Source: an optimization exercise on an open RTL-to-GDS flow (aim: small area, a short achievable clock period and few clock cycles per item). Production flows keep margins and buffers that such runs may drop. Only simulation tests tie the RTL to the original design; equivalence was not proved. No activity file was given, so power comes from the tool's default toggle rates.

$ cat flow/design.v
module dmac_prog_builder (
    input  wire        clk,
    input  wire        rst,
    input  wire        cmd_valid,
    output wire        cmd_ready,
    input  wire        cmd_zf,          
    input  wire [31:0] cmd_src,
    input  wire [31:0] cmd_dst,
    input  wire [31:0] cmd_size,
    input  wire [2:0]  cmd_bsz,
    input  wire [4:0]  cmd_blen,
    input  wire [2:0]  cmd_ssz,
    input  wire [5:0]  cmd_periph,
    input  wire [1:0]  cmd_kind,        
    input  wire        cmd_cache,
    input  wire        cmd_nonsecure,
    input  wire [31:0] cmd_buf_base,
    input  wire [31:0] cmd_buf_cap,
    output wire        wr_valid,
    input  wire        wr_ready,
    output wire [31:0] wr_addr,
    output wire [7:0]  wr_data,
    output reg         res_valid,
    output wire [1:0]  res_status,      
    output reg  [3:0]  res_cause,
    output wire [31:0] res_length,
    output wire [31:0] res_needed,
    output reg  [3:0]  res_residual
);
    localparam [3:0] I_SAR  = 4'd0;
    localparam [3:0] I_DAR  = 4'd1;
    localparam [3:0] I_FLP  = 4'd2;
    localparam [3:0] I_CCRB = 4'd3;
    localparam [3:0] I_LP1  = 4'd4;
    localparam [3:0] I_LP0  = 4'd5;
    localparam [3:0] I_BODY = 4'd6;
    localparam [3:0] I_LPE0 = 4'd7;
    localparam [3:0] I_LPE1 = 4'd8;
    localparam [3:0] I_CCRT = 4'd9;
    localparam [3:0] I_END  = 4'd10;
    localparam [3:0] I_DONE = 4'd11;
    localparam [1:0] P_FULL = 2'd0;      
    localparam [1:0] P_MID  = 2'd1;      
    localparam [1:0] P_LO   = 2'd2;      
    localparam [1:0] P_TAIL = 2'd3;      
    reg        idle;             
    reg        chk;              
    reg        run;              
    reg        verr;             
    reg        ovf;              
    reg        r_zf;
    reg [31:0] r_src, r_dst;
    reg [2:0]  r_bsz, r_ssz;
    reg [4:0]  r_blen;
    reg [4:0]  r_periph;
    reg        r_per5;
    reg [1:0]  r_kind;
    reg        r_cache, r_nonsecure;
    reg [31:0] room;             
    reg [31:0] q;
    reg [7:0]  rm;
    reg [4:0]  dcnt;             
    reg        ddone;            
    reg [6:0]  d3;               
    reg [3:0]  ip;
    reg [2:0]  bi;               
    reg [1:0]  ptype;
    reg        tph;              
    reg [19:0] off;              
    reg        a_st;             
    reg        a_l6;             
    reg        a_l1;             
    reg        a_last;           
    reg        a_ccrbl;          
    reg        vld;
    reg [7:0]  dat;
    reg [31:0] addr;
    assign cmd_ready = idle;
    assign wr_valid  = vld;
    assign wr_data   = dat;
    assign wr_addr   = addr;
    wire periph = !r_zf && (r_kind != 2'd0);
    wire [3:0] amask = r_zf ? 4'hF : ~(4'hF << r_bsz);
    wire [33:0] bsum = {2'b00, ~(addr ^ room)} + {1'b0, addr | room, 1'b0};
    wire bad_buf = bsum[33];
    reg  [3:0] cause;
    always @(*) begin
        if (r_zf) begin
            if (r_dst[3:0] != 4'd0)                           cause = 4'd6;
            else                                              cause = 4'd8;
        end else begin
            if (r_kind == 2'd3)                               cause = 4'd10;
            else if (r_bsz > 3'd4)                            cause = 4'd1;
            else if (r_ssz > 3'd4 || r_ssz > r_bsz)           cause = 4'd2;
            else if (r_blen == 5'd0 || r_blen > 5'd16)        cause = 4'd3;
            else if (r_kind != 2'd0 && r_per5)                cause = 4'd4;
            else if ((r_src[3:0] & amask) != 4'd0)            cause = 4'd5;
            else if ((r_dst[3:0] & amask) != 4'd0)            cause = 4'd6;
            else                                              cause = 4'd8;
        end
    end
    wire v_err = (cause != 4'd8) || bad_buf;
    wire fits0 = (room[31:3] != 29'd0) || (room[2:1] == 2'b11);
    wire [3:0] c_am  = cmd_zf ? 4'hF : ~(4'hF << cmd_bsz);
    wire       c_bad = cmd_zf ? (cmd_dst[3:0] != 4'd0) :
                       (cmd_kind == 2'd3) || (cmd_bsz > 3'd4) || (cmd_ssz > cmd_bsz) ||
                       (cmd_blen == 5'd0) || (cmd_blen > 5'd16) ||
                       (cmd_kind != 2'd0 && cmd_periph[5]) ||
                       ((cmd_src[3:0] | cmd_dst[3:0]) & c_am) != 4'd0;
    wire       c_fit = (cmd_buf_cap[30:3] != 28'd0) || (cmd_buf_cap[2:1] == 2'b11);
    wire       quick = !c_bad && !cmd_buf_base[31] && !cmd_buf_cap[31] && c_fit;
    wire       ist   = (ip == I_CCRT);
    wire       c_si  = !r_zf && (r_kind != 2'd2);
    wire       c_di  = r_zf || (r_kind != 2'd1);
    wire       c_sc7 = !r_zf && r_cache && (r_kind != 2'd2);
    wire       c_dc7 = !r_zf && r_cache && (r_kind != 2'd1);
    wire       c_p   = !r_zf && r_nonsecure;
    wire [2:0] c_e   = r_zf ? (ist ? 3'd0 : 3'd4) : (ist ? r_ssz : r_bsz);
    wire [3:0] c_l   = ist ? 4'd0 : (r_zf ? 4'd15 : r_blen[3:0] - 4'd1);
    wire [31:0] ccr  = {4'd0, c_dc7, c_dc7, 1'b1, 1'b0, c_p, 1'b0, c_l, c_e, c_di,
                        c_sc7, c_sc7, 1'b1, 1'b0, c_p, 1'b0, c_l, c_e, c_si};
    wire [2:0] e_t     = r_zf ? 3'd0 : r_ssz;
    wire [7:0] t_units = rm >> e_t;
    wire       f_nz    = (q[31:16] != 16'd0);
    wire       mid_c   = (q[15:9] != 7'd0) || (q[8] && q[7:0] != 8'd0);
    wire       lo_nz   = (q[15:0] != 16'd0);
    wire [7:0] pp      = {r_periph, 3'b000};
    wire [2:0] body_n  = r_zf ? 3'd3 : (periph ? 3'd7 : 3'd4);
    wire [2:0] body_l  = r_zf ? 3'd2 : (periph ? 3'd6 : 3'd3);
    wire [4:0] plan_l  = r_zf ? 5'd11 : (periph ? 5'd15 : 5'd12);
    wire [7:0] cnt_m1  = ((ptype == P_TAIL) ? t_units :
                          (ptype == P_MID)  ? q[15:8] : q[7:0]) - 8'd1;
    wire [31:0] imm  = (ip == I_SAR) ? r_src : (ip == I_DAR) ? r_dst : ccr;
    wire [1:0]  bsel = bi[1:0] - 2'd2;
    wire [7:0]  immb = imm[{bsel, 3'b000} +: 8];
    wire        g    = !tph;
    reg [7:0] nb;
    always @(*) begin
        nb = 8'h00;
        case (ip)
            I_SAR, I_DAR, I_CCRB, I_CCRT: begin
                case (bi)
                    3'd0:    nb = 8'hBC;
                    3'd1:    nb = {6'd0, ip == I_DAR, ip == I_CCRB || ip == I_CCRT};
                    default: nb = immb;
                endcase
            end
            I_FLP:  nb = bi[0] ? pp : 8'h35;
            I_LP1:  nb = bi[0] ? ((ptype == P_FULL) ? 8'hFF : cnt_m1) : 8'h22;
            I_LP0:  nb = bi[0] ? ((ptype == P_FULL || ptype == P_MID) ? 8'hFF : cnt_m1) : 8'h20;
            I_LPE0: nb = bi[0] ? {5'd0, body_n} : 8'h38;
            I_LPE1: nb = bi[0] ? {4'd0, body_n + 4'd4} : 8'h3C;
            I_BODY: begin
                if (r_zf) begin
                    case (bi)
                        3'd0:    nb = 8'h12;         
                        3'd1:    nb = 8'h0C;         
                        default: nb = 8'h13;         
                    endcase
                end else if (!periph) begin
                    case (bi)
                        3'd0:    nb = 8'h04;         
                        3'd1:    nb = 8'h12;         
                        3'd2:    nb = 8'h08;         
                        default: nb = 8'h13;         
                    endcase
                end else begin
                    case (bi)
                        3'd0:    nb = {6'b001100, g, 1'b0};      
                        3'd2:    nb = 8'h04;                     
                        3'd3:    nb = 8'h12;                     
                        3'd4:    nb = {6'b001010, g, 1'b1};      
                        3'd6:    nb = 8'h13;                     
                        default: nb = pp;
                    endcase
                end
            end
            default: nb = 8'h00;     
        endcase
    end
    reg [3:0] n_ip;
    reg [1:0] n_pt;
    always @(*) begin
        n_ip = I_DONE;
        n_pt = ptype;
        case (ip)
            I_SAR:  n_ip = I_DAR;
            I_DAR:  n_ip = periph ? I_FLP : I_CCRB;
            I_FLP:  n_ip = I_CCRB;
            I_LP1:  n_ip = I_LP0;
            I_LP0:  n_ip = I_BODY;
            I_BODY: n_ip = I_LPE0;
            I_CCRT: begin
                n_ip = (t_units != 8'd0) ? I_LP0 : I_END;
                n_pt = P_TAIL;
            end
            I_END:  n_ip = I_DONE;
            default: begin       
                if (ip == I_LPE0 && (ptype == P_FULL || ptype == P_MID))
                    n_ip = I_LPE1;
                else if (ptype == P_TAIL && ip != I_CCRB)
                    n_ip = I_END;
                else if ((ptype == P_FULL || ip == I_CCRB) && f_nz) begin
                    n_ip = I_LP1; n_pt = P_FULL;
                end else if ((ptype == P_FULL || ip == I_CCRB) && mid_c) begin
                    n_ip = I_LP1; n_pt = P_MID;
                end else if ((ptype == P_FULL || ip == I_CCRB) ? lo_nz :
                             (ptype == P_MID && q[7:0] != 8'd0)) begin
                    n_ip = I_LP0; n_pt = P_LO;
                end else
                    n_ip = I_CCRT;
            end
        endcase
    end
    wire       f_2   = (q[31:17] != 15'd0);
    wire [3:0] s_ip  = f_2 ? I_LP1 : mid_c ? I_LP1 : lo_nz ? I_LP0 : I_CCRT;
    wire [1:0] s_pt  = f_2 ? P_FULL : mid_c ? P_MID : P_LO;
    wire [2:0] bn    = bi + 3'd1;
    wire       b_st  = (ip == I_BODY) && (!periph || (bn != 3'd1 && bn != 3'd5));
    wire       b_l1  = !periph || bn == 3'd2 || bn == 3'd3 || bn == 3'd6;
    wire       b_last = (ip == I_BODY) ? (bn == body_l) :
                        (ip == I_SAR || ip == I_DAR || ip == I_CCRB || ip == I_CCRT) ?
                        (bn == 3'd5) : 1'b1;
    wire slot_free = !vld || wr_ready;
    wire stall     = a_ccrbl && !ddone;
    wire can       = run && slot_free && !stall && (ip != I_DONE);
    wire fits      = (room[31:3] != 29'd0) ||
                     (a_l6 ? (room[2:0] == 3'd7) : a_l1 ? (room[2:1] != 2'd0) :
                      (room[2] || room[1:0] == 2'b11));
    wire ovf_now   = a_st && !fits && !ovf;
    wire wr_now    = !ovf && !ovf_now;
    wire skip      = ovf && (ip == I_LP1) && (bi == 3'd0) && (ptype == P_FULL);
    wire fdec      = (ip == I_LP0) && bi[0] && (ptype == P_FULL);
    wire [5:0] d1  = r_zf ? 6'd1 : (r_bsz[0] ? {r_blen, 1'b0} : {1'b0, r_blen});
    wire [6:0] tt  = {rm[4:0], q[31:30]};
    wire [7:0] x1  = {1'b0, tt} - {2'b0, d1};
    wire [7:0] x2  = {1'b0, tt} - {1'b0, d1, 1'b0};
    wire [7:0] x3  = {1'b0, tt} - {1'b0, d3};
    wire [1:0] qd  = !x3[7] ? 2'd3 : !x2[7] ? 2'd2 : !x1[7] ? 2'd1 : 2'd0;
    wire [4:0] rn  = !x3[7] ? x3[4:0] : !x2[7] ? x2[4:0] : !x1[7] ? x1[4:0] : tt[4:0];
    wire [7:0] rfix = r_zf      ? q[31:24] :
                      r_bsz[2]  ? {rm[3:0], q[31:28]} :
                      r_bsz[1]  ? {rm[5:0], q[31:30]} : rm;
    wire [7:0] qtop = r_zf      ? 8'd0 :
                      r_bsz[2]  ? {4'd0, q[27:24]} :
                      r_bsz[1]  ? {2'd0, q[29:24]} : q[31:24];
    wire [6:0] cd1 = cmd_bsz[0] ? {1'b0, cmd_blen, 1'b0} : {2'b0, cmd_blen};
    always @(posedge clk) begin
        if (rst) begin
            idle      <= 1'b1;
            chk       <= 1'b0;
            run       <= 1'b0;
            vld       <= 1'b0;
            res_valid <= 1'b0;
        end else begin
            res_valid <= 1'b0;
            if (idle) begin
                idle      <= !cmd_valid;
                chk       <= cmd_valid && !quick;
                run       <= cmd_valid && quick;
                vld       <= cmd_valid && quick;
            end else if (chk) begin
                chk       <= 1'b0;
                res_valid <= v_err;
                idle      <= v_err;
                run       <= !v_err;
                vld       <= !v_err && fits0;
            end else if (run && ip == I_DONE && slot_free) begin
                run       <= 1'b0;
                res_valid <= 1'b1;
                idle      <= 1'b1;
            end
            if (can)
                vld <= wr_now && !skip;
            else if (run && wr_ready)
                vld <= 1'b0;
        end
    end
    always @(posedge clk) begin
        if (idle) begin
            r_zf        <= cmd_zf;
            r_src       <= cmd_src;
            r_dst       <= cmd_dst;
            r_bsz       <= cmd_bsz;
            r_blen      <= cmd_blen;
            r_ssz       <= cmd_ssz;
            r_periph    <= cmd_periph[4:0];
            r_per5      <= cmd_periph[5];
            r_kind      <= cmd_kind;
            r_cache     <= cmd_cache;
            r_nonsecure <= cmd_nonsecure;
            room        <= cmd_buf_cap;
            addr        <= cmd_buf_base;
            verr        <= 1'b0;
            q           <= cmd_size;
            rm          <= 8'd0;
            dcnt        <= cmd_zf ? 5'd4 : {3'd0, cmd_bsz[2:1]};
            ddone       <= 1'b0;
            d3          <= cmd_zf ? 7'd3 : cd1 + {cd1[5:0], 1'b0};
            ip          <= cmd_zf ? I_DAR : I_SAR;
            bi          <= 3'd1;
            dat         <= 8'hBC;
            a_st        <= 1'b0;
            a_l6        <= 1'b0;
            a_l1        <= 1'b0;
            a_last      <= 1'b0;
            a_ccrbl     <= 1'b0;
            ptype       <= P_FULL;
            tph         <= 1'b0;
            off         <= 20'd1;
            ovf         <= 1'b0;
        end else begin
            if (chk) begin
                verr <= v_err;
                if (!fits0 && !v_err) begin
                    ovf        <= 1'b1;
                    room[19:0] <= 20'd0;
                end
            end
            if (vld && wr_ready)
                addr <= addr + 32'd1;
            if (!dcnt[4]) begin
                q    <= {q[29:0], qd};
                rm   <= {3'd0, rn};
                dcnt <= dcnt + 5'd1;
            end else if (!ddone) begin
                q[31:24] <= qtop;
                rm       <= rfix;
                ddone    <= 1'b1;
            end
            if (can) begin
                if (skip) begin
                    off      <= off + {15'd0, plan_l};
                    q[31:16] <= q[31:16] - 16'd1;
                    ip       <= s_ip;
                    ptype    <= s_pt;
                    a_l6     <= (s_ip == I_CCRT);
                end else begin
                    off <= off + 20'd1;
                    if (ovf_now) begin
                        ovf        <= 1'b1;
                        room[19:0] <= off;
                    end
                    if (wr_now) begin
                        dat        <= nb;
                        room[19:0] <= room[19:0] - 20'd1;
                    end
                    if (fdec)
                        q[31:16] <= q[31:16] - 16'd1;
                    if (a_last) begin
                        bi      <= 3'd0;
                        ip      <= n_ip;
                        ptype   <= n_pt;
                        a_st    <= 1'b1;
                        a_l6    <= (n_ip == I_DAR || n_ip == I_CCRB || n_ip == I_CCRT);
                        a_l1    <= (n_ip == I_END) || (n_ip == I_BODY && !periph);
                        a_last  <= (n_ip == I_END);
                        a_ccrbl <= 1'b0;
                        if (n_ip == I_CCRT)
                            tph <= 1'b1;
                    end else begin
                        bi      <= bn;
                        a_st    <= b_st;
                        a_l6    <= 1'b0;
                        a_l1    <= b_l1;
                        a_last  <= b_last;
                        a_ccrbl <= (ip == I_CCRB) && (bn == 3'd5);
                    end
                end
            end
            if (ip == I_DONE && !ovf)
                room[19:0] <= off;
        end
    end
    always @(posedge clk) begin
        res_cause    <= cause;
        res_residual <= rm[3:0] & ~(4'hF << e_t);
    end
    assign res_status   = {ovf, verr};
    assign res_length   = {12'd0, room[19:0]};
    assign res_needed   = {12'd0, off};
endmodule
$ cat flow/run.sh
#!/bin/bash
# synth_recipe.tcl (not shown) runs the flow's synth.tcl, then flattens the netlist and writes it again
# the make line also repeats each setting of config.mk as NAME=value (left out here)
make -C /OpenROAD-flow-scripts/flow DESIGN_CONFIG=/design/flow/config.mk WORK_HOME=/design/flow/orfs CLKGATE_MAP_FILE= SYNTH_SCRIPT=/design/flow/synth_recipe.tcl finish
$ cat flow/config.mk
export PLATFORM = sky130hd
export DESIGN_NAME = dmac_prog_builder
export DESIGN_NICKNAME = dmac_prog_builder
export VERILOG_FILES = /design/flow/design.v
export SDC_FILE = /design/flow/constraint.sdc
export NUM_CORES = 4
export LEC_CHECK = 0
export CAP_MARGIN = 20
export CORE_MARGIN = 2
export CORE_UTILIZATION = 40
export SETUP_SLACK_MARGIN = 5
export SLEW_MARGIN = 20
$ cat flow/constraint.sdc
create_clock -name core_clock -period 8.0 [get_ports {clk}]
set_input_delay 1.6000 -clock core_clock [delete_from_list [all_inputs] [get_ports {clk}]]
set_output_delay 1.6000 -clock core_clock [all_outputs]
set_load 0.01 [all_outputs]
==> impl_metrics.tcl, run 1 <==
set metrics [dict create \
    drt_first_pass_iters 6 \
    root_buffer "clkbuf_16" \
    status "timing/DRC/antenna clean" \
    synth_fa_ha_area_share_pct 8.456 \
    ys_warn_count 1 \
    fp.coreArea_um2 43930 \
    fp.dieW_um 214.3 \
    core.rowCount 77 \
    async_flop_share_pct 0 \
    synth_top_area_share_pct 27.32 \
    ys_seq_elements 261 \
    drtAntennaViolNets 0 \
    cts_tree "built" \
    area_delta_synth_final_pct 31.20 \
    power_density_nw_per_um2 203.6 \
    setup_ws_ns 4.955 \
    final.setup_skew_ns 0.02387 \
    p_sw_mw 1.587 \
    ys.flop_type "edfxtp_1" \
    cts_sinks 261 \
    cp-start-kind "flop" \
    n_fill_cell 4239 \
    combinationalPowerShare_pct 32.1 \
    clk_latency_ns 0.61 \
    hold_path_class "flop to flop" \
    syn_area_um2 17700 \
    ctsHtreeMaxLevel 1 \
    vias 16740 \
    diodes 0 \
    port_buffers 278 \
    drt_iter0_markers 1564 \
    clkTransAtPathRegs_ns 0.06 \
    power_leakage_nw 9.452 \
    synth_top_area_cell "edfxtp_1" \
    yosysMostFrequentCell "inv_1" \
    clock.fmax_mhz 328.4 \
    switching_share_pct 33.56 \
    initial_core_util_pct 40.28 \
    maxCapViolCount 0 \
    p_clk_share_pct 31.2 \
    synth_top_family_by_area "compound AO/OA/AOI/OAI gates" \
    vdd_ir_drop_max_uv 167.4 \
    place_worst_setup_slack_ns 3.409 \
    setup_violations 0 \
    cp_max_fo 3 \
    holdBufCountCts 0 \
    maxSlewHeadroom_pct 29.18 \
    die_y_um 214.3 \
    layout.nets 2637 \
    yosysSeqAreaShare_pct 38.63 \
    dp_hpwl_mm 43.75 \
    worstMarginPinSlew_ns 1.054 \
    fin_crit_ns 3.045 \
    synth-compound-area-share_pct 19.44 \
    hold_viol_final 0 \
    gp_congestion 0.9274 \
    slew_viol_final 0 \
    vias_per_cell 5.670 \
    critPathArrivalTime_ns 3.55 \
    synth_xor_xnor_area_share_pct 3.761 \
    route.detailed.drc 0 \
    yosysUniqueCellTypes 86 \
    rsz0062_at_grt "true" \
    layout-drive-gt1-share_pct 15.21 \
    p_seq_share_pct 36.7 \
    cts_inserted_buffers 30 \
    period_share_pct 38.06 \
    die-area_um2 45940 \
    wl_per_cell_um 20.88 \
    grt_max_degree 107 \
    routed_wl_mm 61.64 \
    io_pins 303 \
    synthSimpleGateAreaFrac_pct 17.60 \
    regArea_um2 6932 \
    endpoint_kind "flop" \
    grt_pass1_wl_mm 93.39 \
    cp.required_ns 8.51 \
    post_synth_mux_area_share_pct 3.867 \
    p_int_mw 3.141 \
    gr-usage-all-layers_pct 25.40 \
    fin_tns_setup_ns 0 \
    postSynthAreaPerCell_um2 8.718 \
    clockBufferDepth 3 \
    synthTopCellsByCount "inv_1 (192), nand2_1 (190), o21ai_0 (177)" \
    syn_inst 2030 \
    synth_enable_flop_cells 161 \
    ys_top_cells_by_area "edfxtp_1 (27%), dfxtp_1 (11%), ha_1 (7.8%), o21ai_0 (5.0%), inv_1 (4.1%)" \
    grt-ovfl-total 0 \
    antenna_found_initial 1 \
    path_class "flop to flop" \
    multi_input_area_um2 10070 \
    grt_pass1_vias 16470 \
]
power by group through the flow:
| stage | clock network, mW | registers [mW] | logic [mW] |
|---|---|---|---|
| after floorplan | 0 | 1.72 | 0.944 |
| after global placement | 0 | 1.78 | 1.36 |
| after detailed placement | 0 | 1.78 | 1.38 |
| after CTS | 1.50 | 1.73 | 1.45 |
| after global routing | 1.55 | 1.75 | 1.67 |
| final | 1.48 | 1.73 | 1.52 |
metrics by stage:
| step | hold slack (ns) | total power [mW] | area [um2] | util [%] | instances |
|---|---|---|---|---|---|
| final | 0.4640 | 4.728 | 23220 | 52.85 | 2952 |
| after detailed placement | 0.4618 | 3.162 | 20830 | 47.42 | 2794 |
| after floorplan | 0.4313 | 2.663 | 17970 | - | 2053 |
| after global routing | 0.4880 | 4.974 | 23220 | 52.85 | 2952 |
| after CTS | 0.4712 | 4.684 | 22630 | 51.51 | 2909 |
| after global placement | 0.4568 | 3.137 | 20830 | 47.42 | 2794 |
layout make-up:
class / instances / share of cell area, %
clock buffer: 35 / 3.449
clock inverter: 21 / 1.045
inverter: 194 / 3.228
multi-input combinational: 1451 / 43.38
sequential: 261 / 29.85
timing repair buffer: 398 / 15.85
tap: 592 / 3.190
state kept, by name, summed over array words and instances (netlist names), 2 cells and up:
register      flops
q                32
room             32
res_cause         4
r_periph          5
d3                7
r_blen            5
off              20
r_src            32
r_ssz             3
r_dst            32
rm                8
ip                4
bi                3
addr             32
res_residual      4
dcnt              5
dat               8
r_bsz             3
r_kind            2
ptype             2
critical path, stage by stage, from the launching register on:
cell	delay (ns)
dfxtp_4	0.35
inv_4	0.06
ha_4	0.13
or4b_4	0.47
or4_4	0.54
or3_4	0.36
o31a_1	0.28
a311oi_4	0.26
buf_4	0.18
o2111ai_1	0.11
a311oi_1	0.22
cells by family (layout without fill, tap and decap cells):
family | after synthesis | in the layout
simple gates | 635 | 635
compound gates | 535 | 535
buf+inv | 341 | 648
flops | 261 | 261
fa+ha+maj | 117 | 117
xor+xnor | 76 | 76
mux | 64 | 64
other cells | 1 | 24
cells in the final DEF, fill, tap and decap left out, drive strengths merged, types with 13 or more instances in the layout:
master	synthesis	layout
nand4	18	18
a21oi	114	114
nor3	52	52
and2	13	13
nand2	190	190
xor2	15	15
o21a	13	13
clkdlybuf4s50	0	159
nand3	56	56
ha	110	110
buf	60	120
dfxtp	100	100
and3	13	13
nand2b	18	18
xnor2	61	61
o21ai	178	178
edfxtp	161	161
nor4	39	39
inv	192	192
a21o	23	23
o22ai	17	17
nor2	139	139
mux2	25	25
nor2b	19	19
a31oi	20	20
mux2i	38	38
clkinv	2	14
dlygate4sd2	0	99
clkbuf	87	44
a211oi	14	14
a221oi	22	22
or3	30	30
conb	1	24
path summary, 6_finish.rpt:
kind | depth (start not counted) | to | startpoint | slack [ns]
min reg2reg | 2 | dat[4]$_SDFFE_PP1P_ | dat[4]$_SDFFE_PP1P_ | 0.46
max reg2reg | 10 | a_l6$_SDFFE_PP0P_ | q[16]$_DFF_P_ | 4.95
max | 10 | a_l6$_SDFFE_PP0P_ | q[16]$_DFF_P_ | 4.95
min | 2 | dat[4]$_SDFFE_PP1P_ | dat[4]$_SDFFE_PP1P_ | 0.46
repair_timing:
action | 4_1_cts | 5_1_grt
endpoints found under the hold margin | 0 | 0
gates cloned | 2 | 4
endpoints found under the setup margin | 257 | 73
gates resized for setup | 245 | 87
pin swaps | 35 | 29
setup buffers | 57 | 39
metal layers:
metal / share of wire (%) / track usage [%]
met2: 48 / 44.10
met1: 41 / 32.14
met4: 4.0 / 10.07
met3: 6.4 / 3.135
met5: 0 / 0
Testbench counts, summed over its fixed seeds: cycles 17,742, builds 384.
==> run 2: changes to the inputs <==
--- a/flow/config.mk
+++ b/flow/config.mk
@@ -8,5 +8,5 @@
 export CAP_MARGIN = 20
 export CORE_MARGIN = 2
-export CORE_UTILIZATION = 40
+export CORE_UTILIZATION = 65
 export SETUP_SLACK_MARGIN = 5
 export SLEW_MARGIN = 20
==> run 2 against run 1 <==
  * Still clean on timing, DRC and antenna
  * Synthesized cell count unchanged
  * Flip-flop and latch count unchanged
  * Clock power down 7%
  * Global-route usage up 17 points
  * Via count up 9.6%
  * Register-to-register slack worse by 0.04 ns
  * Non-clock buffer count down 3
  * Wire length up 3.5%
  * First-iteration DRC count up 43%
  * Cell area down 1.6%
  * Maximum frequency down 2.8%
  * Critical endpoint is now run$_SDFFE_PP0P_
==> impl_metrics.tcl, run 2 <==
set metrics [dict create \
    status "timing/DRC/antenna clean" \
    clk_latency_ns 0.57 \
    power_leakage_nw 9.405 \
    path_class "input pin to flop" \
    layout.nets 2632 \
    ys.flop_type "edfxtp_1" \
    combinationalPowerShare_pct 35.0 \
    syn_area_um2 17700 \
    cp-start-kind "input pin" \
    clock.fmax_mhz 319.1 \
    cp_max_fo 2 \
    ys_top_cells_by_area "edfxtp_1 (27%), dfxtp_1 (11%), ha_1 (7.8%), o21ai_0 (5.0%), inv_1 (4.1%)" \
    vdd_ir_drop_max_uv 249.0 \
    antenna_found_initial 0 \
    postSynthAreaPerCell_um2 8.718 \
    hold_path_class "flop to flop" \
    drt_iter0_markers 2241 \
    dp_hpwl_mm 41.00 \
    synthTopCellsByCount "inv_1 (192), nand2_1 (190), o21ai_0 (177)" \
    critPathArrivalTime_ns 3.64 \
    io_pins 303 \
    gr-usage-all-layers_pct 42.54 \
    period_share_pct 39.17 \
    grt_pass1_wl_mm 95.94 \
    slew_viol_final 0 \
    port_buffers 278 \
    setup_violations 0 \
    power_density_nw_per_um2 209.2 \
    ys_warn_count 1 \
    drtAntennaViolNets 0 \
    synth_top_area_cell "edfxtp_1" \
    post-route-util_pct 84.99 \
    grt_pass1_vias 17850 \
    die-area_um2 28560 \
    layout_common_cells "nand2_1 (184), inv_1 (182), o21ai_0 (169)" \
    cts_tree "built" \
    drt_first_pass_iters 6 \
    vias_per_cell 6.806 \
    async_flop_share_pct 0 \
    maxCapViolCount 0 \
    syn_inst 2030 \
    yosysMostFrequentCell "inv_1" \
    fin_crit_ns 3.134 \
    cts_inserted_buffers 28 \
    yosysUniqueCellTypes 86 \
    route.detailed.drc 0 \
    switching_share_pct 34.76 \
    rrSetupSlack_ns 4.91 \
    p_seq_share_pct 36.4 \
    grt-ovfl-total 0 \
    cts_sinks 261 \
    area_delta_synth_final_pct 29.07 \
    p_int_mw 3.118 \
    final.setup_skew_ns 0.01673 \
    p_sw_mw 1.661 \
    rsz0062_at_grt "true" \
    maxSlewHeadroom_pct 26.24 \
    gp_congestion 0.9670 \
    cp.required_ns 8.51 \
    hold_viol_final 0 \
    initial_core_util_pct 65.85 \
    synth_enable_flop_cells 161 \
    layout-drive-gt1-share_pct 15.68 \
    die_y_um 169.0 \
    grt_max_degree 91 \
    p_clk_share_pct 28.6 \
    ctsHtreeMaxLevel 1 \
    ys_seq_elements 261 \
    root_buffer "clkbuf_16" \
    clkTransAtPathRegs_ns 0.07 \
    routed_wl_mm 63.80 \
    layout_commonest_cell "nand2_1" \
    endpoint_kind "flop" \
    yosysSeqAreaShare_pct 38.63 \
    fp.coreArea_um2 26880 \
    fp.dieW_um 169.0 \
    clockBufferDepth 3 \
    synth_top_area_share_pct 27.32 \
    vias 18350 \
    worstMarginPinSlew_ns 1.106 \
    core.rowCount 60 \
    fin_tns_setup_ns 0 \
    wl_per_cell_um 23.66 \
]
run 2: cell types whose count changed in the layout (fill, tap and decap cells not counted), moves of 6 or more:
cell and change:
clkbuf_1 +6, dfxtp_4 -6, o21ai_1 -7, o21ai_2 +6
run 2: timing repair:
item | CTS | global route
buffers inserted | 64 | 32
hold buffers | 0 | 0
pin swaps | 29 | 32
cloned | 3 | 0
setup endpoints to repair | 174 | 64
resized for setup | 250 | 96
run 2: cell families after synthesis:
kind of cell | count (synthesis) | synth area share, %
flops | 261 | 38.63
simple gates | 635 | 17.60
compound gates | 535 | 19.44
buf+inv | 341 | 8.223
fa+ha+maj | 117 | 8.456
mux | 64 | 3.867
other cells | 1 | 0.02119
xor+xnor | 76 | 3.761
run 2: worst paths after layout:
check,from,end,depth (start not counted)
setup / recovery,cmd_ssz[1],run$_SDFFE_PP0P_,10
hold / removal,dat[2]$_SDFFE_PP1P_,dat[2]$_SDFFE_PP1P_,2
setup reg to reg,r_bsz[0]$_DFFE_PP_,rm[0]$_SDFFE_PP0P_,13
hold reg to reg,dat[2]$_SDFFE_PP1P_,dat[2]$_SDFFE_PP1P_,2
run 2: metrics by stage:
stage | hold slack (ns) | cells | total power [mW] | area [um2] | worst slack [ns]
2_1_floorplan | 0.4313 | 2053 | 2.663 | 17970 | 4.721
3_3_place_gp | 0.4550 | 2543 | 3.081 | 20510 | 3.615
3_5_place_dp | 0.4643 | 2543 | 3.151 | 20510 | 3.408
4_1_cts | 0.4750 | 2662 | 4.569 | 22310 | 4.967
5_1_grt | 0.5262 | 2694 | 4.934 | 22840 | 4.834
6_report | 0.4933 | 2696 | 4.779 | 22840 | 4.866
run 2: layout make-up:
type / instances / area, um2
multi-input cells: 1451 / 10150
flip-flops and latches: 261 / 6910
fillers: 1462 / 4035
repair buffers: 395 / 3637
clock buffers: 43 / 817.0
inverters: 194 / 760.7
well taps: 341 / 426.7
clock inverters: 9 / 135.1
diodes: 2 / 5.005
run 2: power groups by stage:
stage / combinational [mW] / clock (mW) / sequential (mW)
final: 1.67 / 1.37 / 1.74
after global routing: 1.78 / 1.41 / 1.74
after CTS: 1.50 / 1.35 / 1.72
after detailed placement: 1.38 / 0 / 1.77
after global placement: 1.32 / 0 / 1.77
after floorplan: 0.944 / 0 / 1.72
run 2: worst max-delay path: stages:
cell and delay (ns):
clkdlybuf4s15_1 0.25, ha_4 0.28, a21o_1 0.20, a21oi_2 0.20, a31oi_2 0.09, nor4_4 0.38
o221a_2 0.28, a22o_1 0.16, buf_4 0.11, o21a_1 0.09
run 2: routing by layer:
metal	routed length [um]	vias up	track usage, %
li1	-	7918	-
met1	21960	8605	50.11
met2	30220	1459	72.26
met3	6926	366	7.973
met4	4694	0	26.12
met5	0	-	0
==> run 3: changes to the inputs <==
--- a/flow/design.v
+++ b/flow/design.v
@@ -122,7 +122,5 @@
     wire [2:0] e_t     = r_zf ? 3'd0 : r_ssz;
     wire [7:0] t_units = rm >> e_t;
-    wire       f_nz    = (q[31:16] != 16'd0);
-    wire       mid_c   = (q[15:9] != 7'd0) || (q[8] && q[7:0] != 8'd0);
-    wire       lo_nz   = (q[15:0] != 16'd0);
+    reg        f_nz, mid_c, lo_nz, q7_nz, t_nz;
     wire [7:0] pp      = {r_periph, 3'b000};
     wire [2:0] body_n  = r_zf ? 3'd3 : (periph ? 3'd7 : 3'd4);
@@ -192,5 +190,5 @@
             I_BODY: n_ip = I_LPE0;
             I_CCRT: begin
-                n_ip = (t_units != 8'd0) ? I_LP0 : I_END;
+                n_ip = t_nz ? I_LP0 : I_END;
                 n_pt = P_TAIL;
             end
@@ -206,5 +204,5 @@
                     n_ip = I_LP1; n_pt = P_MID;
                 end else if ((ptype == P_FULL || ip == I_CCRB) ? lo_nz :
-                             (ptype == P_MID && q[7:0] != 8'd0)) begin
+                             (ptype == P_MID && q7_nz)) begin
                     n_ip = I_LP0; n_pt = P_LO;
                 end else
@@ -373,4 +371,14 @@
         end
     end
+    wire        dfix  = dcnt[4] && !ddone;
+    wire [15:0] f_src = dfix ? {qtop, q[23:16]} : q[31:16];
+    wire [7:0]  t_src = (dfix ? rfix : rm) >> e_t;
+    always @(posedge clk) begin
+        f_nz  <= (f_src != 16'd0);
+        mid_c <= (q[15:9] != 7'd0) || (q[8] && q[7:0] != 8'd0);
+        lo_nz <= (q[15:0] != 16'd0);
+        q7_nz <= (q[7:0] != 8'd0);
+        t_nz  <= (t_src != 8'd0);
+    end
     always @(posedge clk) begin
         res_cause    <= cause;
==> flow/flow/run.sh (new file) <==
#!/bin/bash
set -euo pipefail
sed 's/SETUP_SLACK_MARGIN=[0-9.]*/SETUP_SLACK_MARGIN=5.5/' standard.sh > standard_margin.sh
bash standard_margin.sh > standard.log 2>&1
==> flow/standard.sh (new file) <==
#!/bin/bash
# synth_recipe.tcl (not shown) runs the flow's synth.tcl, then flattens the netlist and writes it again
# the make line also repeats each setting of config.mk as NAME=value (left out here)
make -C /OpenROAD-flow-scripts/flow DESIGN_CONFIG=/design/flow/config.mk WORK_HOME=/design/flow/orfs CLKGATE_MAP_FILE= SYNTH_SCRIPT=/design/flow/synth_recipe.tcl "${@:-finish}"
--- a/flow/config.mk
+++ b/flow/config.mk
@@ -8,5 +8,5 @@
 export CAP_MARGIN = 20
 export CORE_MARGIN = 2
-export CORE_UTILIZATION = 65
+export CORE_UTILIZATION = 40
 export SETUP_SLACK_MARGIN = 5
 export SLEW_MARGIN = 20
removed: flow/run.sh
==> run 3 against run 2 <==
  * Still clean on timing, DRC and antenna
  * First-iteration DRC count down 31%
  * Critical path depth down 2
  * Clock-buffer cell count up 10
  * Hold slack worse by 0.0011 ns
  * Area after synthesis up 0.23%
  * Setup slack better by 0.19 ns
  * Critical path type unchanged
  * Largest power group is now combinational cells
==> impl_metrics.tcl, run 3 <==
set metrics [dict create \
    setup_violations 0 \
    die_y_um 214.6 \
    fin_crit_ns 2.941 \
    antenna_found_initial 1 \
    layout-drive-gt1-share_pct 37.05 \
    die-area_um2 46050 \
    r2r_cells 14 \
    cp_max_fo 2 \
    clockBufferDepth 3 \
    hp-start "a_ccrbl$_SDFFE_PP0P_" \
    area_delta_synth_final_pct 54.50 \
    cp-start-kind "input pin" \
    syn_inst 2015 \
    io_pins 303 \
    gr-usage-all-layers_pct 27.43 \
    critical_path.top_delay_family "compound AO/OA/AOI/OAI gates" \
    port_buffers 278 \
    wl_per_cell_um 21.58 \
    cts_inserted_buffers 35 \
    power_leakage_nw 10.97 \
    yosysSeqAreaShare_pct 39.11 \
    vias_per_cell 5.742 \
    critPathArrivalTime_ns 3.40 \
    yosysUniqueCellTypes 98 \
    synth_top_area_cell "edfxtp_1" \
    hold_path_class "flop to flop" \
    cts_sinks 266 \
    core.rowCount 77 \
    setup_ws_ns 5.059 \
    fp.dieW_um 214.6 \
    hold_viol_final 0 \
    clkTransAtPathRegs_ns 0.06 \
    layout.nets 2831 \
    layout_common_cells "buf_4 (230), nand2_1 (171), edfxtp_1 (161)" \
    root_buffer "clkbuf_16" \
    async_flop_share_pct 0 \
    critPathSlowestCell "clkdlybuf4s50_1" \
    status "timing/DRC/antenna clean" \
    gp_congestion 0.9047 \
    ys.flop_type "edfxtp_1" \
    postSynthAreaPerCell_um2 8.803 \
    regArea_um2 7118 \
    worstMarginPinSlew_ns 0.9469 \
    grt_pass1_vias 17420 \
    slew_viol_final 0 \
    multi_input_area_um2 11860 \
    vias 18080 \
    synth_top_area_share_pct 27.26 \
    clk_latency_ns 0.55 \
    ys_warn_count 1 \
    layout_commonest_cell "buf_4" \
    path_cells "clkdlybuf4s50_1, nand2_1, nand4_1, nor2_2, a2111oi_4, nand2_1, a21o_1, o32ai_2" \
    syn_area_um2 17740 \
    reg2reg_from "r_zf$_DFFE_PP_" \
    routed_wl_mm 67.97 \
    ys_top_cells_by_area "edfxtp_1 (27%), dfxtp_1 (12%), ha_1 (7.8%), o21ai_0 (4.2%), nand2_1 (3.9%)" \
    drt_first_pass_iters 6 \
    maxCapViolCount 0 \
    initial_core_util_pct 40.29 \
    cp.required_ns 8.46 \
    endpoint_kind "flop" \
    fin_tns_setup_ns 0 \
    rrSetupSlack_ns 5.14 \
    drt_iter0_markers 1540 \
    synthTopCellsByCount "nand2_1 (184), inv_1 (178), edfxtp_1 (161)" \
    power_density_nw_per_um2 191.0 \
    yosysMostFrequentCell "nand2_1" \
    ys_seq_elements 266 \
    ctsHtreeMaxLevel 2 \
    grt_max_degree 175 \
    route.detailed.drc 0 \
    place_worst_setup_slack_ns 3.610 \
    crit_top_cell "nand2_1" \
    hold_path_end "a_ccrbl$_SDFFE_PP0P_" \
    cts_tree "built" \
    r2r_end "dat[2]$_SDFFE_PP1P_" \
    maxSlewHeadroom_pct 36.87 \
    clock.fmax_mhz 340.0 \
    path_buf_inv 1 \
    grt_pass1_wl_mm 99.87 \
    n_fill_cell 3564 \
    rsz0062_at_grt "true" \
    vdd_ir_drop_max_uv 126.9 \
    synth_enable_flop_cells 161 \
    dp_hpwl_mm 42.88 \
    final.setup_skew_ns 0.01543 \
    fp.coreArea_um2 44030 \
    drtAntennaViolNets 0 \
    path_class "input pin to flop" \
    grt-ovfl-total 0 \
    period_share_pct 36.76 \
    max_stage_delay_ns 0.54 \
    hold_depth 2 \
]
## run 3: changes by cell type in the layout (fill, tap and decap cells not counted), sizes merged, moves of 18 or more
cell | before | now
a21oi | 114 | 133
buf | 122 | 415
clkdlybuf4s50 | 164 | 137
dlygate4sd2 | 94 | 15
nor2 | 139 | 160
o21ai | 178 | 160
## run 3: layout make-up
type                            count  area share, %
Multi-Input combinational cell   1447          43.28
Sequential cell                   266          25.97
Timing Repair Buffer              596          21.09
Clock buffer                       53          3.853
Inverter                          184          2.803
Tap cell                          592          2.703
Clock inverter                     10         0.2967
Antenna cell                        1       0.009131
## run 3: cell families (layout without fill, tap and decap cells)
group	Yosys count	after routing	share of synthesized area (%)
XOR/XNOR	66	66	3.259
AND/OR/NAND/NOR	633	638	17.56
multiplexers	57	57	3.668
buffers and inverters	331	843	8.105
other	1	25	0.02114
flip-flops	266	266	39.11
AO/OA/AOI/OAI	546	547	19.96
adder cells (fa/ha/maj)	115	115	8.323
## run 3: what timing repair did
action	in CTS	in global routing
setup endpoints to repair	207	189
hold buffers	0	0
cloned	14	2
pin swaps	118	154
gates resized for setup	835	304
setup buffers	215	80
## run 3: worst min-delay path: cells and delay by family, from the launching register on
family,cells,cell delay [ns]
DFF,1,0.33
and+or+nand+nor,1,0.06
AOI/OAI and AO/OA,1,0.05
## run 3: worst max-delay path by stage
stage          slack, ns      startpoint             endpoint  depth (start not counted)
5_1_grt             4.98     cmd_blen[2]     vld$_SDFFE_PP0P_                          9
2_1_floorplan       4.67      cmd_bsz[0]  d3[6]$_SDFFCE_PP0P_                         10
6_report            5.06  cmd_buf_cap[2]     vld$_SDFFE_PP0P_                          8
3_5_place_dp        3.61      cmd_bsz[0]     vld$_SDFFE_PP0P_                          9
3_3_place_gp        3.71      cmd_bsz[0]     vld$_SDFFE_PP0P_                          9
4_1_cts             4.97      cmd_bsz[1]     vld$_SDFFE_PP0P_                          9
## run 3: stage by stage
| step | hold WS (ns) | util, % | cells | area [um2] | total power, mW |
|---|---|---|---|---|---|
| after CTS | 0.4806 | 57.74 | 3066 | 25420 | 4.974 |
| after global routing | 0.4998 | 62.24 | 3148 | 27400 | 5.478 |
| after detailed placement | 0.4722 | 48.39 | 2774 | 21310 | 3.143 |
| after floorplan | 0.4316 | - | 2038 | 18690 | 2.695 |
| after global placement | 0.4579 | 48.39 | 2774 | 21310 | 3.116 |
| final | 0.4922 | 62.25 | 3149 | 27410 | 5.233 |
## run 3: report_power, final
part / internal (mW) / switching [mW]
Sequential: 1.60 / 0.164
Combinational: 0.915 / 0.977
Clock: 0.943 / 0.632
## run 3: routing by layer
| layer | GRT usage (%) | part of all wire (%) |
|---|---|---|
| met5 | 0 | 0 |
| met4 | 11.67 | 4.7 |
| met3 | 5.504 | 7.4 |
| met1 | 34.56 | 40 |
| met2 | 45.78 | 47 |
Testbench counts of run 3, summed over its fixed seeds: cycles 17,742, builds 384.
==> run 4: changes to the inputs <==
==> flow/run.sh (new file) <==
#!/bin/bash
# synth_recipe.tcl (not shown) runs the flow's synth.tcl, then flattens the netlist and writes it again
# the make line also repeats each setting of config.mk as NAME=value (left out here)
make -C /OpenROAD-flow-scripts/flow DESIGN_CONFIG=/design/flow/config.mk WORK_HOME=/design/flow/orfs CLKGATE_MAP_FILE= SYNTH_SCRIPT=/design/flow/synth_recipe.tcl finish
--- a/flow/config.mk
+++ b/flow/config.mk
@@ -9,4 +9,4 @@
 export CORE_MARGIN = 2
 export CORE_UTILIZATION = 40
-export SETUP_SLACK_MARGIN = 5
+export SETUP_SLACK_MARGIN = 4.5
 export SLEW_MARGIN = 20
removed: flow/flow/run.sh
removed: flow/standard.sh
==> run 4 against run 3 <==
  * Die area did not move
  * Still clean on timing, DRC and antenna
  * Highest routed layer unchanged
  * Clock skew fell by 0.0020 ns
  * Via count fell by 11%
  * Combinational power fell by 31%
  * Global-route usage fell by 3.0 points
==> impl_metrics.tcl, run 4 <==
set metrics [dict create \
    status "timing/DRC/antenna clean" \
    hp-start "verr$_SDFFE_PP0P_" \
    ys.flop_type "edfxtp_1" \
    ctsHtreeMaxLevel 1 \
    path_class "flop to output pin" \
    grt_pass1_vias 15670 \
    root_buffer "clkbuf_16" \
    hold_depth 1 \
    area_delta_synth_final_pct 23.98 \
    critPathArrivalTime_ns 1.86 \
    cp-start-kind "flop" \
    cp.required_ns 6.40 \
    path_buf_inv 1 \
    ys_warn_count 1 \
    vias 16090 \
    setup_violations 0 \
    gr-usage-all-layers_pct 24.45 \
    drt_iter0_markers 1355 \
    fin_crit_ns 3.461 \
    core.rowCount 77 \
    route.detailed.drc 0 \
    r2r_cells 12 \
    endpoint_kind "output pin" \
    initial_core_util_pct 40.29 \
    yosysMostFrequentCell "nand2_1" \
    port_buffers 278 \
    syn_area_um2 17740 \
    fp.coreArea_um2 44030 \
    n_fill_cell 4219 \
    cts_inserted_buffers 31 \
    power_density_nw_per_um2 201.5 \
    hold_viol_final 0 \
    syn_inst 2015 \
    yosysUniqueCellTypes 98 \
    final.setup_skew_ns 0.01345 \
    yosysSeqAreaShare_pct 39.11 \
    hold_path_end "verr$_SDFFE_PP0P_" \
    layout_common_cells "clkdlybuf4s50_1 (273), nand2_1 (183), inv_1 (177)" \
    critPathSlowestCell "clkdlybuf4s50_1" \
    period_share_pct 43.26 \
    drtAntennaViolNets 0 \
    fin_tns_setup_ns 0 \
    synthTopCellsByCount "nand2_1 (184), inv_1 (178), edfxtp_1 (161)" \
    vias_per_cell 5.647 \
    critical_path.top_delay_family "buffers and inverters" \
    grt_max_degree 189 \
    layout.nets 2535 \
    layout_commonest_cell "clkdlybuf4s50_1" \
    async_flop_share_pct 0 \
    die_y_um 214.6 \
    gp_congestion 0.9034 \
    drt_first_pass_iters 6 \
    hold_path_class "flop to flop" \
    grt_pass1_wl_mm 90.11 \
    antenna_found_initial 1 \
    vdd_ir_drop_max_uv 138.6 \
    path_cells "clkdlybuf4s50_1" \
    io_pins 303 \
    routed_wl_mm 58.22 \
    cts_tree "built" \
    cp_max_fo 10 \
    maxSlewHeadroom_pct 28.08 \
    synth_top_area_cell "edfxtp_1" \
    postSynthAreaPerCell_um2 8.803 \
    reg2reg_from "r_zf$_DFFE_PP_" \
    clockBufferDepth 3 \
    rsz0062_at_grt "true" \
    ys_seq_elements 266 \
    r2r_end "dat[2]$_SDFFE_PP1P_" \
    worstMarginPinSlew_ns 1.079 \
    max_stage_delay_ns 0.68 \
    clk_latency_ns 0.58 \
    cts_sinks 266 \
    hold_ws_ns 0.4856 \
    die-area_um2 46050 \
    clock.fmax_mhz 288.9 \
    layout-drive-gt1-share_pct 7.447 \
    grt-ovfl-total 0 \
    synth_top_area_share_pct 27.26 \
    rrSetupSlack_ns 4.60 \
    ys_top_cells_by_area "edfxtp_1 (27%), dfxtp_1 (12%), ha_1 (7.8%), o21ai_0 (4.2%), nand2_1 (3.9%)" \
    synth_enable_flop_cells 161 \
    fp.dieW_um 214.6 \
    power_leakage_nw 8.462 \
    slew_viol_final 0 \
    clkTransAtPathRegs_ns 0.06 \
    critical_path_depth 1 \
    wl_per_cell_um 20.43 \
    dp_hpwl_mm 43.23 \
    holdBufCountCts 0 \
    maxCapViolCount 0 \
]
[run 4: cell types whose count changed in the layout (fill, tap and decap cells not counted), moves of 43 or more]
cell	before	now
clkdlybuf4s50_1	137	273
buf_4	230	26
dfxtp_1	38	102
o21ai_0	88	147
inv_1	134	177
buf_6	130	1
[run 4: layout make-up]
cell class                 instances  area, um2  area share, %
antenna                            1      2.502        0.01138
clock buffer                      35      800.8          3.641
clock inverter                    20      130.1         0.5917
inverter                         184      704.4          3.203
multi-input combinational       1442       9614          43.72
sequential                       266       6945          31.58
tap                              592      740.7          3.368
timing repair buffer             309       3054          13.89
[run 4: cells by family after synthesis]
group / synth area share [%]
other: 0.02114
xor gates and xnor gates: 3.259
buffers and inverters: 8.105
and+or+nand+nor: 17.56
muxes: 3.668
adders and majority gates: 8.323
AOI/OAI and AO/OA: 19.96
DFF: 39.11
[run 4: how the worst max path moves through the flow]
stage,startpoint,endpoint,slack [ns]
after floorplan,cmd_bsz[0],d3[6]$_SDFFCE_PP0P_,4.50
after global placement,wr_ready,dat[1]$_SDFFE_PP0P_,3.50
after detailed placement,wr_ready,dat[7]$_SDFFE_PP1P_,3.33
after CTS,bi[0]$_SDFFE_PP1P_,off[12]$_SDFFE_PP0P_,4.47
after global routing,r_zf$_DFFE_PP_,dat[2]$_SDFFE_PP1P_,4.46
final,ovf$_SDFF_PP0_,res_status[1],4.54
[run 4: where the power goes]
| part | internal [mW] | switching [mW] |
|---|---|---|
| clock network | 0.744 | 0.596 |
| registers | 1.60 | 0.179 |
| logic | 0.597 | 0.712 |
[run 4: metal layers]
layer  vias to the layer above  share of wire (%)  GRT usage, %
met4                         0                2.9         6.852
met3                        98                6.4         4.284
li1                       7695                  -             -
met1                      7654                 43         31.72
met5                         -                  0             0
met2                       640                 48         41.83
[run 4: repair_timing]
item / 4_1_cts / 5_1_grt
cloned: 0 / 1
setup buffers: 3 / 11
resized for setup: 26 / 26
pin swaps: 1 / 4
endpoints found under the setup margin: 50 / 46
[run 4: stage by stage]
step / power [mW] / worst slack, ns / cells / instance area (um2) / utilization [%]
finish: 4.432 / 4.539 / 2849 / 21990 / 49.95
global route: 4.682 / 4.461 / 2848 / 21990 / 49.94
CTS: 4.443 / 4.468 / 2835 / 21780 / 49.47
detailed placement: 3.086 / 3.331 / 2777 / 20750 / 47.13
global placement: 3.060 / 3.501 / 2777 / 20750 / 47.13
floorplan: 2.612 / 4.502 / 2038 / 17830 / -
==> run 5: changes to the inputs <==
--- a/flow/config.mk
+++ b/flow/config.mk
@@ -9,4 +9,3 @@
 export CORE_MARGIN = 2
 export CORE_UTILIZATION = 40
-export SETUP_SLACK_MARGIN = 4.5
 export SLEW_MARGIN = 20
==> run 5 against run 4 <==
  * Largest power group unchanged
  * Global-route usage shrank 0.46 points
  * Die area is the same
  * Still clean
  * Clock power grew 13%
  * First-iteration DRC count shrank 8.0%
  * Flip-flop and latch count is the same
  * Area after synthesis is the same
  * Clock skew grew 0.0030 ns
  * Register-to-register slack lost 0.70 ns
==> impl_metrics.tcl, run 5 <==
set metrics [dict create \
    diodes 0 \
    path_class "input pin to flop" \
    synth_top_area_cell "edfxtp_1" \
    drtAntennaViolNets 0 \
    gp_congestion 0.9223 \
    finalPower_mw 4.578 \
    power_density_nw_per_um2 209.6 \
    fin_tns_setup_ns 0 \
    cts_tree "built" \
    setup_ws_ns 3.856 \
    post-route-util_pct 49.59 \
    status "timing/DRC/antenna clean" \
    antenna_found_initial 0 \
    reg2reg_from "bi[0]$_SDFFE_PP1P_" \
    vias_per_cell 5.689 \
    route.detailed.drc 0 \
    maxCapViolCount 0 \
    synth_top_area_share_pct 27.26 \
    period_share_pct 51.80 \
    ys_seq_elements 266 \
    fp.dieW_um 214.6 \
    ys_top_cells_by_area "edfxtp_1 (27%), dfxtp_1 (12%), ha_1 (7.8%), o21ai_0 (4.2%), nand2_1 (3.9%)" \
    place_area_um2 20750 \
    hold_path_class "flop to flop" \
    root_buffer "clkbuf_16" \
    fin_crit_ns 4.144 \
    r2r_cells 17 \
    cp-start-kind "input pin" \
    port_buffers 278 \
    layout_commonest_cell "clkdlybuf4s50_1" \
    cts_sinks 266 \
    gr-usage-all-layers_pct 23.99 \
    layout-drive-gt1-share_pct 5.979 \
    grt-ovfl-total 0 \
    hold_depth 2 \
    vdd_ir_drop_max_uv 171.8 \
    area_delta_synth_final_pct 23.09 \
    postSynthAreaPerCell_um2 8.803 \
    dp_hpwl_mm 42.59 \
    cp_max_fo 16 \
    cts_setup_buffers 0 \
    cts_inserted_buffers 30 \
    grt_pass1_wl_mm 88.56 \
    grt_pass1_vias 15650 \
    ctsResizeCount 0 \
    power_leakage_nw 8.434 \
    place_worst_setup_slack_ns 3.400 \
    synth_enable_flop_cells 161 \
    setup_violations 0 \
    ys_warn_count 1 \
    initial_core_util_pct 40.29 \
    core.rowCount 77 \
    rrSetupSlack_ns 3.90 \
    slew_viol_final 0 \
    clk_latency_ns 0.58 \
    wl_per_cell_um 20.14 \
    fp.coreArea_um2 44030 \
    hold_path_end "a_ccrbl$_SDFFE_PP0P_" \
    vias 16120 \
    drt_iter0_markers 1246 \
    hold_viol_final 0 \
    layout_common_cells "clkdlybuf4s50_1 (278), nand2_1 (183), inv_1 (178)" \
    syn_inst 2015 \
    grt_busiest_layer "met2" \
    r2r_end "off[12]$_SDFFE_PP0P_" \
    final_cell_count_no_fill 2833 \
    design_area_um2 21830 \
    worstMarginPinSlew_ns 1.087 \
    grt_use_met1_pct 31.49 \
    holdBufCountCts 0 \
    async_flop_share_pct 0 \
    yosysMostFrequentCell "nand2_1" \
    clock.fmax_mhz 241.3 \
    ys.flop_type "edfxtp_1" \
    met3_usage_pct 3.972 \
    clockBufferDepth 3 \
    die-area_um2 46050 \
    ctsHtreeMaxLevel 1 \
    critPathArrivalTime_ns 4.64 \
    grt_max_degree 188 \
    yosysSeqAreaShare_pct 39.11 \
    io_pins 303 \
    hp-start "a_ccrbl$_SDFFE_PP0P_" \
    synthTopCellsByCount "nand2_1 (184), inv_1 (178), edfxtp_1 (161)" \
    endpoint_kind "flop" \
    place_inst 2778 \
    syn_area_um2 17740 \
    rsz0062_at_grt "false" \
    grt_use_met2_pct 40.31 \
    die_y_um 214.6 \
    clkTransAtPathRegs_ns 0.06 \
    final.setup_skew_ns 0.01645 \
    cp.required_ns 8.50 \
    layout.nets 2519 \
    routed_wl_mm 57.06 \
    drt_first_pass_iters 6 \
    hold_ws_ns 0.4737 \
    maxSlewHeadroom_pct 27.28 \
    yosysUniqueCellTypes 98 \
]
run 5: logic make-up (layout without fill, tap and decap cells):
| logic type | after synthesis | in the layout | share of synthesized area, % |
|---|---|---|---|
| mux | 57 | 57 | 3.668 |
| other cells | 1 | 24 | 0.02114 |
| simple gates | 633 | 633 | 17.56 |
| fa+ha+maj | 115 | 115 | 8.323 |
| flops | 266 | 266 | 39.11 |
| xor+xnor | 66 | 66 | 3.259 |
| buf+inv | 331 | 534 | 8.105 |
| compound gates | 546 | 546 | 19.96 |
run 5: where the power goes:
| part | switching [mW] | leakage (nW) | internal, mW |
|---|---|---|---|
| clock network | 0.585 | 0.530 | 0.922 |
| logic | 0.695 | 5.39 | 0.587 |
| registers | 0.184 | 2.51 | 1.60 |
run 5: cell type report:
cell class,instances,area [um2]
Tap cell,592,740.7
Fill cell,4193,22190
Multi-Input combinational cell,1441,9462
Clock inverter,15,207.7
Clock buffer,40,870.8
Sequential cell,266,6940
Inverter,184,690.7
Timing Repair Buffer,295,2923
run 5: metal layers:
metal	vias to the layer above	part of all wire [%]
met1	7706	43
met2	635	47
met3	119	6.4
li1	7658	-
met4	0	3.5
met5	-	0
run 5: worst max path at each step:
stage | end | slack [ns] | startpoint | cells after the start
after floorplan | addr[0]$_DFFE_PP_ | 3.44 | idle$_SDFF_PP1_ | 4
after global placement | dat[1]$_SDFFE_PP0P_ | 3.50 | wr_ready | 8
after detailed placement | dat[1]$_SDFFE_PP0P_ | 3.40 | wr_ready | 8
after CTS | off[12]$_SDFFE_PP0P_ | 3.97 | bi[1]$_SDFFE_PP0P_ | 14
after global routing | off[12]$_SDFFE_PP0P_ | 3.52 | bi[1]$_SDFFE_PP0P_ | 14
final | dat[1]$_SDFFE_PP0P_ | 3.86 | wr_ready | 8
run 5: worst max-delay path, stage by stage:
cell and delay, ns:
clkdlybuf4s50_1 0.50, nand2b_1 0.16, o2111ai_1 0.13, nor2_1 0.85, nand2_2 0.47, a21oi_1 0.57
o21ai_0 0.17, a21oi_1 0.17
==> run 6: changes to the inputs <==
--- a/flow/config.mk
+++ b/flow/config.mk
@@ -9,3 +9,5 @@
 export CORE_MARGIN = 2
 export CORE_UTILIZATION = 40
+export CTS_CLUSTER_SIZE = 30
+export SETUP_SLACK_MARGIN = 5
 export SLEW_MARGIN = 20
==> run 6 against run 5 <==
  * Via count up 3.0%
  * First-iteration DRC count increased by 3.4%
  * Non-clock buffer count up 80
  * Critical path depth increased by 2
  * Highest routed layer is now met5
  * Critical endpoint is now vld$_SDFFE_PP0P_
  * Wire length rose by 6.5%
  * Power rose by 3.4%
  * Largest power group unchanged
  * Die area is the same
==> impl_metrics.tcl, run 6 <==
set metrics [dict create \
    critPathArrivalTime_ns 3.50 \
    area_delta_synth_final_pct 31.35 \
    port_buffers 278 \
    synthTopCellsByCount "nand2_1 (184), inv_1 (178), edfxtp_1 (161)" \
    synth_top_area_share_pct 27.26 \
    syn_area_um2 17740 \
    async_flop_share_pct 0 \
    clock.fmax_mhz 329.1 \
    regArea_um2 7003 \
    critical_path.top_delay_family "compound AO/OA/AOI/OAI gates" \
    ys_warn_count 1 \
    drt_iter0_markers 1288 \
    place_inst 2776 \
    cts_inserted_buffers 34 \
    setup_violations 0 \
    ys_seq_elements 266 \
    synth_top_area_cell "edfxtp_1" \
    r2r_end "vld$_SDFFE_PP0P_" \
    r2r_cells 10 \
    final_cell_count_no_fill 2922 \
    setup_ws_ns 4.962 \
    rrSetupSlack_ns 4.96 \
    maxSlewHeadroom_pct 34.78 \
    ys.flop_type "edfxtp_1" \
    final.setup_skew_ns 0.009541 \
    hold_viol_final 0 \
    cp-endpoint "vld$_SDFFE_PP0P_" \
    grt-ovfl-total 0 \
    layout.nets 2606 \
    ys_top_cells_by_area "edfxtp_1 (27%), dfxtp_1 (12%), ha_1 (7.8%), o21ai_0 (4.2%), nand2_1 (3.9%)" \
    gr-usage-all-layers_pct 25.66 \
    cp-start-kind "flop" \
    grt_pass1_wl_mm 93.40 \
    ctsHtreeMaxLevel 2 \
    routed_wl_mm 60.78 \
    wl_per_cell_um 20.80 \
    reg2reg_from "r_zf$_DFFE_PP_" \
    cp.required_ns 8.46 \
    die-area_um2 46050 \
    endpoint_kind "flop" \
    dp_hpwl_mm 42.87 \
    clkTransAtPathRegs_ns 0.06 \
    yosysMostFrequentCell "nand2_1" \
    clockBufferDepth 3 \
    status "timing/DRC/antenna clean" \
    die_y_um 214.6 \
    vdd_ir_drop_max_uv 173.1 \
    io_pins 303 \
    core.rowCount 77 \
    drt_first_pass_iters 7 \
    multi_input_area_um2 10170 \
    gp_congestion 0.8773 \
    rsz0062_at_grt "true" \
    path_cells "buf_12, buf_4, a2111oi_1, o311ai_2, nor3b_2, a32oi_4, nor4_4, nand2b_1, and3_1, o32ai_2" \
    hold_path_class "flop to flop" \
    vias_per_cell 5.683 \
    worstMarginPinSlew_ns 0.9783 \
    drtAntennaViolNets 0 \
    fp.dieW_um 214.6 \
    grt_max_degree 168 \
    syn_inst 2015 \
    clk_latency_ns 0.55 \
    max_stage_delay_ns 0.45 \
    layout-drive-gt1-share_pct 14.78 \
    slew_viol_final 0 \
    initial_core_util_pct 40.29 \
    synth_enable_flop_cells 161 \
    power_leakage_nw 9.318 \
    antenna_found_initial 3 \
    fp.coreArea_um2 44030 \
    critPathSlowestCell "edfxtp_1" \
    period_share_pct 37.98 \
    path_buf_inv 2 \
    path_class "flop to flop" \
    route.detailed.drc 0 \
    power_density_nw_per_um2 203.2 \
    yosysSeqAreaShare_pct 39.11 \
    fin_crit_ns 3.038 \
    layout_commonest_cell "nand2_1" \
    postSynthAreaPerCell_um2 8.803 \
    cts_tree "built" \
    hold_ws_ns 0.4780 \
    maxCapViolCount 0 \
    post-route-util_pct 52.92 \
    holdBufCountCts 0 \
    cp_max_fo 6 \
    cts_sinks 266 \
    place_worst_setup_slack_ns 3.602 \
    yosysUniqueCellTypes 98 \
    vias 16610 \
    root_buffer "clkbuf_16" \
    grt_pass1_vias 16340 \
    startpoint "r_zf$_DFFE_PP_" \
    n_fill_cell 4183 \
    critical_path_depth 10 \
    fin_tns_setup_ns 0 \
    layout_common_cells "nand2_1 (181), inv_1 (173), clkdlybuf4s50_1 (163)" \
]
==> run 6: cell count changes in the layout (fill, tap and decap cells not counted), sizes merged, moves of 2 or more <==
cell / change
clkdlybuf4s50: -115
dlygate4sd2: +103
buf: +87
clkbuf: +9
bufinv: -3
bufbuf: +2
clkinv: -2
diode: +2
==> run 6: layout make-up <==
cell class | count | area share [%]
inverter | 184 | 3.083
tap | 592 | 3.179
sequential | 266 | 30.06
clock buffer | 48 | 4.237
clock inverter | 11 | 0.4511
multi-input combinational | 1444 | 43.65
timing repair buffer | 375 | 15.32
antenna | 2 | 0.02148
==> run 6: per-stage QoR <==
step | power [mW] | cell area, um2
finish | 4.734 | 23300
global route | 4.981 | 23300
CTS | 4.677 | 22660
detailed placement | 3.098 | 20860
global placement | 3.075 | 20860
floorplan | 2.638 | 18010
==> run 6: power by group <==
part / switching [mW] / leakage, nW / internal, mW / total (mW)
registers: 0.174 / 2.52 / 1.61 / 1.78
logic: 0.779 / 6.27 / 0.649 / 1.43
clock network: 0.605 / 0.529 / 0.922 / 1.53
==> run 6: kinds of logic (layout without fill, tap and decap cells) <==
logic type | count (synthesis) | in the layout | share of synthesized area, %
fa+ha+maj | 115 | 115 | 8.323
compound gates | 546 | 547 | 19.96
other cells | 1 | 26 | 0.02114
simple gates | 633 | 635 | 17.56
xor+xnor | 66 | 66 | 3.259
buf+inv | 331 | 618 | 8.105
flops | 266 | 266 | 39.11
mux | 57 | 57 | 3.668
==> run 6: worst register-to-register path: cells and delay by family, from the launching register on <==
kind	cells	cell delay (ns)
simple gates	4	1.04
buf+inv	2	0.37
flops	1	0.45
compound gates	4	1.08
==> run 6: how the worst min path moves through the flow <==
stage                    startpoint                    to  depth (start not counted)
2_1_floorplan      tph$_SDFFE_PP0P_      tph$_SDFFE_PP0P_                          2
6_report       a_ccrbl$_SDFFE_PP0P_  a_ccrbl$_SDFFE_PP0P_                          2
3_5_place_dp    dat[7]$_SDFFE_PP1P_   dat[7]$_SDFFE_PP1P_                          2
5_1_grt        a_ccrbl$_SDFFE_PP0P_  a_ccrbl$_SDFFE_PP0P_                          2
3_3_place_gp      verr$_SDFFE_PP0P_     verr$_SDFFE_PP0P_                          1
4_1_cts        a_ccrbl$_SDFFE_PP0P_  a_ccrbl$_SDFFE_PP0P_                          2
==> run 6: repair_timing <==
action                     4_1_cts  5_1_grt
gates cloned                     5        2
pin swaps                       28       33
setup endpoints to repair      179       80
buffers inserted                47       31
resized for setup              268       87
==> run 6: routing by layer <==
layer / up-vias / global-route usage [%] / part of all wire [%]
met5: - / 0 / 0.023
met4: 2 / 11.67 / 4.4
met3: 147 / 4.794 / 6.7
met2: 686 / 42.20 / 47
met1: 7934 / 32.79 / 42
li1: 7838 / - / -

==> port drivers added, routing unchanged <==
In the flow no input, the clock included, has a driving cell. The finished layouts below were timed again as built, in two steps.
Step 1: set_driving_cell puts a clkbuf_16 on clk and a buf_2 on each other input, an assumption about the parent block.
Step 2, shift: input delay + t, output delay - t, t = (earliest + latest rising clock arrival at the registers) / 2. This alone moves slack from input paths to output paths.
Slacks: ideal / step 1 / step 2; pairs: ideal / step 1.
run | t, ns | setup slack, ns | worst setup path after step 2 | worst data-port slew with drivers (ns)
run 1 | 0.651 | 4.955 / 4.955 / 4.400 | input to register | 0.09
run 2 | 0.612 | 4.866 / 4.898 / 4.286 | input to register | 0.08
run 3 | 0.601 | 5.059 / 5.067 / 4.486 | input to register | 0.12
run 4 | 0.633 | 4.539 / 4.483 / 3.996 | input to register | 0.10
run 5 | 0.631 | 3.856 / 3.827 / 3.195 | input to register | 0.09
run 6 | 0.599 | 4.962 / 4.934 / 4.405 | input to register | 0.10
After both steps setup and hold are still met in every run listed. The setup slack of run 5, which loses most, moves by -0.029 ns with the drivers and by -0.661 ns with both steps.
